This is an optimization exercise on Yosys and OpenROAD, whose aim is small area, not a production implementation.
At most, simulation tests tie the RTL to the original design; equivalence was not proved.
Power and IR drop assume default switching activity. The clock port is modelled as an ideal driver; clocking choices that lean on that would not hold on a real chip.

==> fjord: inputs <==
Design ixj_line, start of the top module:
module ixj_line (
    input             clk,
    input             rst,           
    input             cmd_valid,
    input      [31:0] cmd_word,
    output            cmd_ready,
    output reg        done,
    output     [31:0] rsp,
    output reg [1:0]  mode_wr_n,
    output     [1:0]  mode_wr_a,
    output     [1:0]  mode_wr_b,
    output            ringer,
    output            irq
);
clock: 30.0 ns
lec_check: 0
abc_area: 1
cap_margin: 10
core_margin: 2
core_utilization: 60
place_density: 0.7
slew_margin: 10
standard.sh (not shown) runs the stock make flow with config.mk's settings and CLKGATE_MAP_FILE= SYNTH_SCRIPT=/design/flow/synth_recipe.tcl, a recipe that flattens the netlist after the stock synthesis.
==> flow/flow/run.sh <==
#!/bin/bash
# Own layout flow: the standard layout (standard.sh) with three changes.
#  1. Synthesis maps the logic with the area recipe in abc_min_area.script. Every
#     other synthesis step is synth_recipe.tcl's, so the registers keep the standard
#     synthesis's names and cells (abc maps combinational logic only).
#  2. Port buffers are sky130_fd_sc_hd__buf_1.
#  3. Clock tree synthesis inserts no dummy loads.
# Each step writes its full output to a log of its own here (synth.log, layout.log);
# ORFS's per-stage logs are under orfs/logs/.
set -euo pipefail
flowdir=$(cd "$(dirname "${BASH_SOURCE[0]}")" && pwd)
work=$(pwd)
{
  printf 'set ::own_abc_script {%s}\n' "$flowdir/abc_min_area.script"
  cat "$flowdir/abc_wrap.tcl"
  cat synth_recipe.tcl
} > own_synth.tcl
sed "s#SYNTH_SCRIPT=[^ ]*#SYNTH_SCRIPT=$work/own_synth.tcl#" standard.sh > own_standard.sh
grep -q "SYNTH_SCRIPT=$work/own_synth.tcl" own_standard.sh
export BUFFER_PORTS_ARGS="-buffer_cell sky130_fd_sc_hd__buf_1"
export CTS_ARGS="-sink_clustering_enable -repair_clock_nets -dont_use_dummy_load -sink_clustering_size 30 -sink_clustering_max_diameter 100"
bash own_standard.sh synth > synth.log 2>&1
bash own_standard.sh > layout.log 2>&1
==> flow/flow/abc_min_area.script <==
strash
ifraig
dc2
strash
dch
map -a
mfs2
strash
dch
map -a
==> flow/flow/abc_wrap.tcl <==
# abc as ORFS's synth.tcl calls it, with its -script replaced by the own flow's.
proc abc {args} {
  set i [lsearch -exact $args -script]
  if { $i >= 0 } {
    lset args [expr { $i + 1 }] $::own_abc_script
  }
  yosys abc {*}$args
}
==> inputs of maple, as changes to fjord <==
--- a/flow/design.v
+++ b/flow/design.v
@@ -26,23 +26,23 @@
     output       oneshot_o,
     output reg   done,
     output       arm,        
     input  [5:0] sp_we,
     input  [5:0] sp_d,
     output [191:0] dd_o
 );
     reg [2:0] state;
-    reg       en;
-    reg       oneshot;
+    wire      en      = dd[5][0];
+    wire      oneshot = dd[5][31];
     reg       arm_we;
     reg       clr_pend;
     assign state_o   = state;
-    assign en_o      = en;
-    assign oneshot_o = oneshot;
+    assign en_o      = dd[5][12];      
+    assign oneshot_o = dd[5][10];      
     wire       ph0 = (ph == 5'd0);
     wire       hi  = ph[4];
     wire [2:0] s     = clr_pre ? 3'd0 : state;
     reg  [2:0] t;                     
     always @(*) begin
         case (state)
             3'd1: t = 3'd0;
             3'd2: t = 3'd1;
@@ -183,28 +183,23 @@
             if (done && oneshot) nen = 1'b0;
         end
     end
     wire last = (ph == 5'd31);
     assign arm = arm_n;
     always @(posedge clk) begin
         if (rst) begin
             state    <= 3'd0;
-            en       <= 1'b0;
-            oneshot  <= 1'b0;
             arm_we   <= 1'b0;
             clr_pend <= 1'b0;
         end else if (fin1) begin
             if (ctl_we) begin
-                en      <= ctl_en;
-                oneshot <= ctl_oneshot;
                 state   <= 3'd0;
             end else begin
                 state <= arm_n ? s : (clr_post ? 3'd0 : nstate);
-                en    <= nen;
             end
             arm_we   <= arm_n;
             clr_pend <= clr_post && arm_n;
         end else if (p2 && last) begin
             arm_we   <= 1'b0;
             clr_pend <= 1'b0;
             if (arm_we) begin
                 if (clr_pend) state <= 3'd0;
@@ -218,23 +213,35 @@
                         default: state <= 3'd6;
                     endcase
                 end
             end
         end
     end
     wire arm2 = p2 && arm_we;
     wire sp   = (ph[4:2] == 3'b111) && (ph[1:0] != 2'b00);    
+    wire sp29 = sp && (ph[1:0] == 2'b01);
+    wire en_n = ctl_we ? ctl_en : nen;
     generate
         for (k = 0; k < 6; k = k + 1) begin : g_seg
             wire hit   = (state == k);      
             wire wn_we = clr || (arm2 && hit);
-            wire dd_we = clr || (dur_we && seg == k && !hi) || (arm2 && hit && hi && !sp) ||
-                         (sp && sp_we[k]);
-            wire dd_d  = sp ? sp_d[k] : (!clr && (p2 ? q : wbit));
+            wire dd_we, dd_d;
+            if (k == 5) begin : g_eo
+                wire at30 = sp && (ph[1:0] == 2'b10);
+                wire at31 = sp && (ph[1:0] == 2'b11);
+                assign dd_we = clr || (dur_we && seg == k && !hi) || (arm2 && hit && hi && !sp) ||
+                               (sp29 && sp_we[k]) || (at30 && ctl_we) || (at31 && fin1);
+                assign dd_d  = sp29 ? sp_d[k] :
+                               (!clr && (at30 ? ctl_oneshot : (at31 ? en_n : (p2 ? q : wbit))));
+            end else begin : g_pl
+                assign dd_we = clr || (dur_we && seg == k && !hi) || (arm2 && hit && hi && !sp) ||
+                               (sp && sp_we[k]);
+                assign dd_d  = sp ? sp_d[k] : (!clr && (p2 ? q : wbit));
+            end
             wire wn_d  = !clr && wsum;
             always @(posedge clk) begin
                 wn[k] <= {wn_we ? wn_d : wn[k][0], wn[k][31:1]};
                 dd[k] <= {dd_we ? dd_d : dd[k][0], dd[k][31:1]};
             end
         end
     endgenerate
 endmodule
@@ -622,60 +629,60 @@
         now_l <= {now_d, now_l[31:1]};
         sd_l  <= {!clr && sd_d,  sd_l[31:1]};
         rts_l <= {!clr && rts_d, rts_l[31:1]};
         wts_l <= {!clr && wts_d, wts_l[31:1]};
         cid_l <= {!clr && cid_d, cid_l[31:1]};
         rsp_l <= {!clr && rsp_d, rsp_l[31:1]};
     end
     always @(posedge clk) begin
+        if (fin1) begin
+            rts_flag  <= rts_we;
+            mode_wr_n <= wr_n;
+        end
+        if (fin1) sd_flag <= ok && is_tick && !lock && ring_act && slot_reached;
+    end
+    always @(posedge clk) begin
         if (rst) begin
             ph        <= 5'd0;
             clr       <= 1'b1;
             run       <= 1'b0;
             p2        <= 1'b0;
             done      <= 1'b0;
             lock      <= 1'b0;
             evt       <= 8'd0;
             fprev     <= 4'd0;
             ring_act  <= 1'b0;
             slot      <= 4'd15;
             ringer_r  <= 1'b0;
             mode      <= 2'd0;
             sh_sts    <= 2'd0;
             wink_arm  <= 1'b0;
             cid_pend  <= 1'b0;
-            sd_flag   <= 1'b0;
-            rts_flag  <= 1'b0;
-            mode_wr_n <= 2'd0;
         end else begin
             ph   <= ph + 5'd1;
             if (last) clr <= 1'b0;
             run  <= p1 && !last;
             done <= (fin1 && !need2) || (p2 && last);
             if (p2 && last) p2 <= 1'b0;
             if (p2 && ring_act && !hi && ph[3:0] == slot)
                 ringer_r <= f_bmap & ringer_r;
             if (fin1) begin
                 p2        <= need2;
-                sd_flag   <= 1'b0;
-                rts_flag  <= rts_we;
-                mode_wr_n <= wr_n;
                 mode     <= mode_n;
                 wink_arm <= wink_arm_n;
                 cid_pend <= cid_pend_n;
                 if (ok) begin
                     case (op)
                         OP_TICK: begin
                             if (!lock) begin
                                 if (ring_act) begin
                                     ringer_r <= ~t_cwsup;
                                     if (slot_reached) begin
                                         slot    <= slot - 4'd1;
-                                        sd_flag <= 1'b1;
                                     end
                                 end else begin
                                     fprev <= t_filt;
                                 end
                                 evt    <= evt | {daa_evt, m_done[3:0]};
                                 sh_sts <= {t_vddok, t_rdet};
                             end
                         end
==> flow/flow/abc_min_area.script (replaced) <==
strash
ifraig
dc2
strash
dch -f
map -a
mfs2
strash
dch -f
map -a
mfs2
strash
dch -f
map -a
mfs2
strash
dch -f
map -a
mfs2
strash
dch -f
map -a
mfs2
strash
dch -f
map -a
mfs2
strash
dch -f
map -a
mfs2
strash
dch -f
map -a
Settings changed: CORE_UTILIZATION 60 to 65, GPL_TIMING_DRIVEN set to 0, PLACE_DENSITY 0.7 to 0.75.
==> inputs of indigo, as changes to fjord <==
--- a/flow/design.v
+++ b/flow/design.v
@@ -11,17 +11,17 @@
     input        fall,
     input        clr_pre,
     input        clr_post,
     input        dur_we,       
     input        ctl_we,       
     input        ctl_en,
     input        ctl_oneshot,
     input        rd,           
-    input  [2:0] seg,          
+    input  [2:0] seg,
     input        wbit,         
     output       o_wnom,
     output       o_delta,
     output       o_dur,
     output [2:0] state_o,
     output       en_o,
     output       oneshot_o,
     output reg   done,
@@ -49,17 +49,18 @@
             3'd3: t = 3'd2;
             3'd4: t = 3'd3;
             3'd5: t = 3'd4;
             3'd6: t = 3'd5;
             3'd7: t = 3'd6;
             default: t = 3'd7;
         endcase
     end
-    wire [2:0] idx   = rd ? seg : (clr_pre ? 3'd7 : t);
+    wire [2:0] sel_b = rd ? seg : t;
+    wire [2:0] sel_a = p2 ? t : (rd ? seg : s);
     reg  [31:0] wn [0:5];
     reg  [31:0] dd [0:5];
     wire [5:0] wn0, dd0, dd16, dd17;
     genvar k;
     generate
         for (k = 0; k < 6; k = k + 1) begin : g_tap
             assign wn0[k]  = wn[k][0];
             assign dd0[k]  = dd[k][0];
@@ -70,20 +71,20 @@
     endgenerate
     function sel6;
         input [5:0] v;
         input [2:0] i;
         begin
             sel6 = i[2] ? (i[0] ? v[5] : v[4]) : v[i[1:0]];
         end
     endfunction
-    wire w_b = sel6(wn0, idx);       
-    wire d_b = sel6(dd16, idx);      
-    wire u_a = sel6(dd0, idx);       
-    wire e_a = sel6(dd17, idx);      
+    wire w_b = sel6(wn0, sel_b);     
+    wire d_b = sel6(dd16, sel_b);    
+    wire u_a = sel6(dd0, sel_a);     
+    wire e_a = sel6(dd17, sel_a);    
     assign o_wnom  = w_b;
     assign o_delta = d_b;
     assign o_dur   = u_a;
     wire lt13 = !ph[4] && !(ph[3] && ph[2] && (ph[1] || ph[0]));    
     wire dx  = d_b & lt13;                
     wire ux  = u_a & ~hi;
     reg  c1, c2, c3, c4, c5;
     wire xa   = p2 ? ux : ~w_b;
@@ -92,30 +93,29 @@
     wire c2_i = ph0 ? 1'b0 : c2;
     wire lo   = u ^ dx ^ c2_i;
     wire nu   = ~u;
     wire c3_i = ph0 ? 1'b1 : c3;
     wire hs   = dx ^ nu ^ c3_i;
     wire nz_i = (ph0 ? 1'b0 : c4) | ux;
     reg  [2:0] r;
     wire       e   = e_a & (ph[3:0] != 4'd15);
-    wire       er  = e & hi & !p2;           
     reg  [2:0] rw;
     always @(*) begin
         case (ph[1:0])
             2'd0: rw = 3'd1;
             2'd1: rw = 3'd2;
             2'd2: rw = 3'd4;
             default: rw = 3'd3;
         endcase
     end
     reg  [2:0] rm;
     always @(*) begin
         rm = r;
-        if (er) begin
+        if (e) begin
             case ({r, ph[1:0]})
                 {3'd0, 2'd0}: rm = 3'd1;  {3'd0, 2'd1}: rm = 3'd2;
                 {3'd0, 2'd2}: rm = 3'd4;  {3'd0, 2'd3}: rm = 3'd3;
                 {3'd1, 2'd0}: rm = 3'd2;  {3'd1, 2'd1}: rm = 3'd3;
                 {3'd1, 2'd2}: rm = 3'd0;  {3'd1, 2'd3}: rm = 3'd4;
                 {3'd2, 2'd0}: rm = 3'd3;  {3'd2, 2'd1}: rm = 3'd4;
                 {3'd2, 2'd2}: rm = 3'd1;  {3'd2, 2'd3}: rm = 3'd0;
                 {3'd3, 2'd0}: rm = 3'd4;  {3'd3, 2'd1}: rm = 3'd0;
@@ -138,17 +138,17 @@
             c4 <= hi & q;
             c5 <= hi & c4;
         end else begin
             c2 <= (u & dx) | (u & c2_i) | (dx & c2_i);
             c3 <= (dx & nu) | (dx & c3_i) | (nu & c3_i);
             c4 <= nz_i;
             c5 <= 1'b0;
         end
-        r <= (ph0 && !p2) ? 3'd0 : rm;           
+        if (!p2) r <= ph0 ? 3'd0 : (hi ? rm : r);
     end
     wire in_win = !lo && !hs;
     reg  [2:0] nstate;
     reg        nen;
     reg        arm_n;
     reg        armq;
     reg        chk;
     always @(*) begin
@@ -172,17 +172,25 @@
                     armq = 1'b1;
                 end
             end
             if (armq) begin
                 if (!nz_i) begin
                     nstate = 3'd0;
                     done   = 1'b1;
                 end else begin
-                    arm_n  = 1'b1;       
+                    case (s)
+                        3'd0: nstate = 3'd1;
+                        3'd1: nstate = 3'd2;
+                        3'd2: nstate = 3'd3;
+                        3'd3: nstate = 3'd4;
+                        3'd4: nstate = 3'd5;
+                        default: nstate = 3'd6;
+                    endcase
+                    arm_n  = 1'b1;
                 end
             end
             if (done && oneshot) nen = 1'b0;
         end
     end
     wire last = (ph == 5'd31);
     assign arm = arm_n;
     always @(posedge clk) begin
@@ -193,44 +201,32 @@
             arm_we   <= 1'b0;
             clr_pend <= 1'b0;
         end else if (fin1) begin
             if (ctl_we) begin
                 en      <= ctl_en;
                 oneshot <= ctl_oneshot;
                 state   <= 3'd0;
             end else begin
-                state <= arm_n ? s : (clr_post ? 3'd0 : nstate);
+                state <= (clr_post && !arm_n) ? 3'd0 : nstate;
                 en    <= nen;
             end
             arm_we   <= arm_n;
             clr_pend <= clr_post && arm_n;
         end else if (p2 && last) begin
             arm_we   <= 1'b0;
             clr_pend <= 1'b0;
-            if (arm_we) begin
-                if (clr_pend) state <= 3'd0;
-                else begin
-                    case (state)
-                        3'd0: state <= 3'd1;
-                        3'd1: state <= 3'd2;
-                        3'd2: state <= 3'd3;
-                        3'd3: state <= 3'd4;
-                        3'd4: state <= 3'd5;
-                        default: state <= 3'd6;
-                    endcase
-                end
-            end
+            if (clr_pend) state <= 3'd0;
         end
     end
     wire arm2 = p2 && arm_we;
     wire sp   = (ph[4:2] == 3'b111) && (ph[1:0] != 2'b00);    
     generate
         for (k = 0; k < 6; k = k + 1) begin : g_seg
-            wire hit   = (state == k);      
+            wire hit   = (state == k + 1);
             wire wn_we = clr || (arm2 && hit);
             wire dd_we = clr || (dur_we && seg == k && !hi) || (arm2 && hit && hi && !sp) ||
                          (sp && sp_we[k]);
             wire dd_d  = sp ? sp_d[k] : (!clr && (p2 ? q : wbit));
             wire wn_d  = !clr && wsum;
             always @(posedge clk) begin
                 wn[k] <= {wn_we ? wn_d : wn[k][0], wn[k][31:1]};
                 dd[k] <= {dd_we ? dd_d : dd[k][0], dd[k][31:1]};
@@ -356,29 +352,17 @@
     wire [4:0] m_step = {m4_step, {4{filt_run}}};
     wire [4:0] m_rise = {rd_rise, t_filt & ~fprev};
     wire [4:0] m_fall = {rd_fall, ~t_filt & fprev};
     wire [4:0] m_pre  = {sleep_ring, 4'd0};
     wire [4:0] m_post = {m4_clr_post, 4'd0};
     wire [4:0] m_arm;
     wire [4:0] m_done, m_wnom, m_delta, m_dur, m_en, m_oneshot;
     wire [2:0] m_state [0:4];
-    wire       rd_m = p1 && !is_tick;
-    reg  [2:0] segm1;
-    always @(*) begin
-        case (f_seg)
-            3'd0: segm1 = 3'd5;
-            3'd1: segm1 = 3'd0;
-            3'd2: segm1 = 3'd1;
-            3'd3: segm1 = 3'd2;
-            3'd4: segm1 = 3'd3;
-            default: segm1 = 3'd4;
-        endcase
-    end
-    wire [2:0] seg_i = (op == OP_CADDUR || op == OP_CADRD) ? segm1 : f_seg;
+    wire       rd_m = !is_tick;
     wire [191:0] m_dd [0:4];
     wire [5:0]   m_spwe [0:4];
     wire [5:0]   m_spd  [0:4];
     genvar gi;
     generate
         for (gi = 0; gi < 5; gi = gi + 1) begin : g_m
             ixj_matcher u_m (
                 .clk        (clk),
@@ -393,17 +377,17 @@
                 .fall       (m_fall[gi]),
                 .clr_pre    (m_pre[gi]),
                 .clr_post   (m_post[gi]),
                 .dur_we     (ok && op == OP_CADDUR && f_idx == gi),
                 .ctl_we     (ok && op == OP_CADCTL && f_idx == gi),
                 .ctl_en     (w[0]),
                 .ctl_oneshot(w[1]),
                 .rd         (rd_m),
-                .seg        (seg_i),
+                .seg        (f_seg),
                 .wbit       (wbit),
                 .o_wnom     (m_wnom[gi]),
                 .o_delta    (m_delta[gi]),
                 .o_dur      (m_dur[gi]),
                 .state_o    (m_state[gi]),
                 .en_o       (m_en[gi]),
                 .oneshot_o  (m_oneshot[gi]),
                 .done       (m_done[gi]),
@@ -438,23 +422,30 @@
     assign m_spwe[2] = {6{clr || (ok && op == OP_DAACFG && f_sel == 3'd3)}};
     assign m_spwe[3] = {6{clr || (ok && op == OP_RSTART)}};
     assign m_spwe[4] = {4'b1111, clr || tick_run, clr || err_we};
     assign m_spd[0]  = clr ? r_ringto : wk;
     assign m_spd[1]  = clr ? r_wink   : wk;
     assign m_spd[2]  = clr ? r_cids   : wk;
     assign m_spd[3]  = clr ? 6'd0     : wk;
     assign m_spd[4]  = clr ? 6'd0     : {4'd0, isr_n[spj], code[spj]};
-    wire [5:0] th;
-    assign th[0] = (ph == 5'd0)  || (ph == 5'd1)  || (ph == 5'd2);
-    assign th[1] = (ph == 5'd3)  || (ph == 5'd4)  || (ph == 5'd5);
-    assign th[2] = (ph == 5'd6)  || (ph == 5'd7)  || (ph == 5'd8);
-    assign th[3] = (ph == 5'd9)  || (ph == 5'd10) || (ph == 5'd11);
-    assign th[4] = (ph == 5'd12) || (ph == 5'd13) || (ph == 5'd14);
-    assign th[5] = (ph == 5'd15);
+    reg  [5:0] th;
+    always @(*) begin
+        th = 6'd0;
+        if (!ph[4]) begin
+            case (ph[3:0])
+                4'd0, 4'd1, 4'd2:    th = 6'b000001;
+                4'd3, 4'd4, 4'd5:    th = 6'b000010;
+                4'd6, 4'd7, 4'd8:    th = 6'b000100;
+                4'd9, 4'd10, 4'd11:  th = 6'b001000;
+                4'd12, 4'd13, 4'd14: th = 6'b010000;
+                default:             th = 6'b100000;
+            endcase
+        end
+    end
     function fld;
         input [191:0] d;
         input [5:0]   t;
         begin
             fld = (t[0] & d[29]) | (t[1] & d[32+26]) | (t[2] & d[64+23]) |
                   (t[3] & d[96+20]) | (t[4] & d[128+17]) | (t[5] & d[160+14]);
         end
     endfunction
==> inputs of ember, as changes to fjord <==
--- a/flow/design.v
+++ b/flow/design.v
@@ -26,23 +26,23 @@
     output       oneshot_o,
     output reg   done,
     output       arm,        
     input  [5:0] sp_we,
     input  [5:0] sp_d,
     output [191:0] dd_o
 );
     reg [2:0] state;
-    reg       en;
-    reg       oneshot;
+    wire      en      = dd[5][0];
+    wire      oneshot = dd[5][31];
     reg       arm_we;
     reg       clr_pend;
     assign state_o   = state;
-    assign en_o      = en;
-    assign oneshot_o = oneshot;
+    assign en_o      = dd[5][12];      
+    assign oneshot_o = dd[5][10];      
     wire       ph0 = (ph == 5'd0);
     wire       hi  = ph[4];
     wire [2:0] s     = clr_pre ? 3'd0 : state;
     reg  [2:0] t;                     
     always @(*) begin
         case (state)
             3'd1: t = 3'd0;
             3'd2: t = 3'd1;
@@ -183,28 +183,23 @@
             if (done && oneshot) nen = 1'b0;
         end
     end
     wire last = (ph == 5'd31);
     assign arm = arm_n;
     always @(posedge clk) begin
         if (rst) begin
             state    <= 3'd0;
-            en       <= 1'b0;
-            oneshot  <= 1'b0;
             arm_we   <= 1'b0;
             clr_pend <= 1'b0;
         end else if (fin1) begin
             if (ctl_we) begin
-                en      <= ctl_en;
-                oneshot <= ctl_oneshot;
                 state   <= 3'd0;
             end else begin
                 state <= arm_n ? s : (clr_post ? 3'd0 : nstate);
-                en    <= nen;
             end
             arm_we   <= arm_n;
             clr_pend <= clr_post && arm_n;
         end else if (p2 && last) begin
             arm_we   <= 1'b0;
             clr_pend <= 1'b0;
             if (arm_we) begin
                 if (clr_pend) state <= 3'd0;
@@ -218,23 +213,35 @@
                         default: state <= 3'd6;
                     endcase
                 end
             end
         end
     end
     wire arm2 = p2 && arm_we;
     wire sp   = (ph[4:2] == 3'b111) && (ph[1:0] != 2'b00);    
+    wire sp29 = sp && (ph[1:0] == 2'b01);
+    wire en_n = ctl_we ? ctl_en : nen;
     generate
         for (k = 0; k < 6; k = k + 1) begin : g_seg
             wire hit   = (state == k);      
             wire wn_we = clr || (arm2 && hit);
-            wire dd_we = clr || (dur_we && seg == k && !hi) || (arm2 && hit && hi && !sp) ||
-                         (sp && sp_we[k]);
-            wire dd_d  = sp ? sp_d[k] : (!clr && (p2 ? q : wbit));
+            wire dd_we, dd_d;
+            if (k == 5) begin : g_eo
+                wire at30 = sp && (ph[1:0] == 2'b10);
+                wire at31 = sp && (ph[1:0] == 2'b11);
+                assign dd_we = clr || (dur_we && seg == k && !hi) || (arm2 && hit && hi && !sp) ||
+                               (sp29 && sp_we[k]) || (at30 && ctl_we) || (at31 && fin1);
+                assign dd_d  = sp29 ? sp_d[k] :
+                               (!clr && (at30 ? ctl_oneshot : (at31 ? en_n : (p2 ? q : wbit))));
+            end else begin : g_pl
+                assign dd_we = clr || (dur_we && seg == k && !hi) || (arm2 && hit && hi && !sp) ||
+                               (sp && sp_we[k]);
+                assign dd_d  = sp ? sp_d[k] : (!clr && (p2 ? q : wbit));
+            end
             wire wn_d  = !clr && wsum;
             always @(posedge clk) begin
                 wn[k] <= {wn_we ? wn_d : wn[k][0], wn[k][31:1]};
                 dd[k] <= {dd_we ? dd_d : dd[k][0], dd[k][31:1]};
             end
         end
     endgenerate
 endmodule
@@ -622,60 +629,60 @@
         now_l <= {now_d, now_l[31:1]};
         sd_l  <= {!clr && sd_d,  sd_l[31:1]};
         rts_l <= {!clr && rts_d, rts_l[31:1]};
         wts_l <= {!clr && wts_d, wts_l[31:1]};
         cid_l <= {!clr && cid_d, cid_l[31:1]};
         rsp_l <= {!clr && rsp_d, rsp_l[31:1]};
     end
     always @(posedge clk) begin
+        if (fin1) begin
+            rts_flag  <= rts_we;
+            mode_wr_n <= wr_n;
+        end
+        if (fin1) sd_flag <= ok && is_tick && !lock && ring_act && slot_reached;
+    end
+    always @(posedge clk) begin
         if (rst) begin
             ph        <= 5'd0;
             clr       <= 1'b1;
             run       <= 1'b0;
             p2        <= 1'b0;
             done      <= 1'b0;
             lock      <= 1'b0;
             evt       <= 8'd0;
             fprev     <= 4'd0;
             ring_act  <= 1'b0;
             slot      <= 4'd15;
             ringer_r  <= 1'b0;
             mode      <= 2'd0;
             sh_sts    <= 2'd0;
             wink_arm  <= 1'b0;
             cid_pend  <= 1'b0;
-            sd_flag   <= 1'b0;
-            rts_flag  <= 1'b0;
-            mode_wr_n <= 2'd0;
         end else begin
             ph   <= ph + 5'd1;
             if (last) clr <= 1'b0;
             run  <= p1 && !last;
             done <= (fin1 && !need2) || (p2 && last);
             if (p2 && last) p2 <= 1'b0;
             if (p2 && ring_act && !hi && ph[3:0] == slot)
                 ringer_r <= f_bmap & ringer_r;
             if (fin1) begin
                 p2        <= need2;
-                sd_flag   <= 1'b0;
-                rts_flag  <= rts_we;
-                mode_wr_n <= wr_n;
                 mode     <= mode_n;
                 wink_arm <= wink_arm_n;
                 cid_pend <= cid_pend_n;
                 if (ok) begin
                     case (op)
                         OP_TICK: begin
                             if (!lock) begin
                                 if (ring_act) begin
                                     ringer_r <= ~t_cwsup;
                                     if (slot_reached) begin
                                         slot    <= slot - 4'd1;
-                                        sd_flag <= 1'b1;
                                     end
                                 end else begin
                                     fprev <= t_filt;
                                 end
                                 evt    <= evt | {daa_evt, m_done[3:0]};
                                 sh_sts <= {t_vddok, t_rdet};
                             end
                         end
==> run notes <==
| item | maple | indigo | fjord | ember |
|---|---|---|---|---|
| Horizontal die dimension | 289 um | 303 um | 302 um | 302 um |
| Fraction of the mapped netlist area in compound gates | 7.00% | 6.85% | 7.27% | 7.28% |
| Arrival time at the worst endpoint | 18.31 ns | 16.33 ns | 14.74 ns | 15.70 ns |
| DPL Wire Length | 73,000 um | 87,900 um | 80,800 um | 84,100 um |
| Simple-gate area share of the yosys netlist | 5.58% | 6.01% | 5.60% | 5.57% |
| IR Drop Worst-Case VDD | 0.0000674 V | 0.0000661 V | 0.0000898 V | 0.0000810 V |
| Leakage | 21.7 nW | 22.2 nW | 22.0 nW | 21.9 nW |
| Met2 Usage GRT | 42.5% | 41.2% | 41.8% | 44.8% |
| Combinational power | 0.0859 mW | 0.158 mW | 0.0992 mW | 0.0962 mW |
| Yosys top cell area share | 83.8% | 82.5% | 83.6% | 83.3% |
| Number of nets in the layout | 4,110 | 4,268 | 4,238 | 4,222 |
| TritonCTS buffer count | 85 | 87 | 87 | 86 |
| PnR worst setup slack | 12.21 ns | 14.29 ns | 15.88 ns | 14.89 ns |
| Global-route track usage on met1 | 35.9% | 39.6% | 36.2% | 37.0% |
| Reg2reg end | done$_SDFF_PP0_ | g_m[4].u_m.state[2]$_SDFFE_PP0P_ | done$_SDFF_PP0_ | g_m[4].u_m.state[0]$_SDFFE_PP0P_ |
| Average wire length per cell after detail routing | 21.6 um | 23.9 um | 22.5 um | 24.0 um |
| Clk sink count | 2,217 | 2,233 | 2,227 | 2,217 |
| Highest attainable clock frequency | 56.2 MHz | 63.7 MHz | 70.8 MHz | 66.2 MHz |
| Vias post-DR | 27,200 | 27,900 | 27,700 | 28,100 |
| Share of cell area taken by muxes after synthesis | 0.0213% | 0% | 0% | 0.0212% |
| Share of total power in sequential cells | 67.9% | 66.6% | 67.3% | 67.3% |
| Outcome | timing/DRC/antenna clean | timing/DRC/antenna clean | timing/DRC/antenna clean | timing/DRC/antenna clean |
Only the layout flow was run in indigo; the RTL was not checked for function there.

[separate check: timing with driven ports]
The flow's constraints put no driver on any port. The routed layouts listed below were extracted and timed again, unchanged, in two steps. Step 1 sets driving cells, clkbuf_16 on the clock port and buf_2 on the other inputs (assumed; they add their load-dependent delay and slew). Step 2 adds t to the input delays and takes it off the output delays; t is the mean of the earliest and latest rising clock arrival at the registers after step 1. Input paths then give back, and output paths get back, about the clock's delay inside the block. Slacks: ideal ports / drivers / drivers and shift; pairs: ideal ports / drivers.
run	t, ns	slack for setup (ns)	cell pins on the clock port's net
fjord	0.730	15.881 / 15.922 / 15.192	1
maple	0.716	12.215 / 12.210 / 11.494	1
indigo	0.732	14.294 / 14.305 / 13.574	1
ember	0.734	14.887 / 14.932 / 14.198	1
After both steps every run listed still meets setup and hold. The setup slack of maple, which loses most, moves by -0.005 ns with the drivers and by -0.721 ns with both steps.
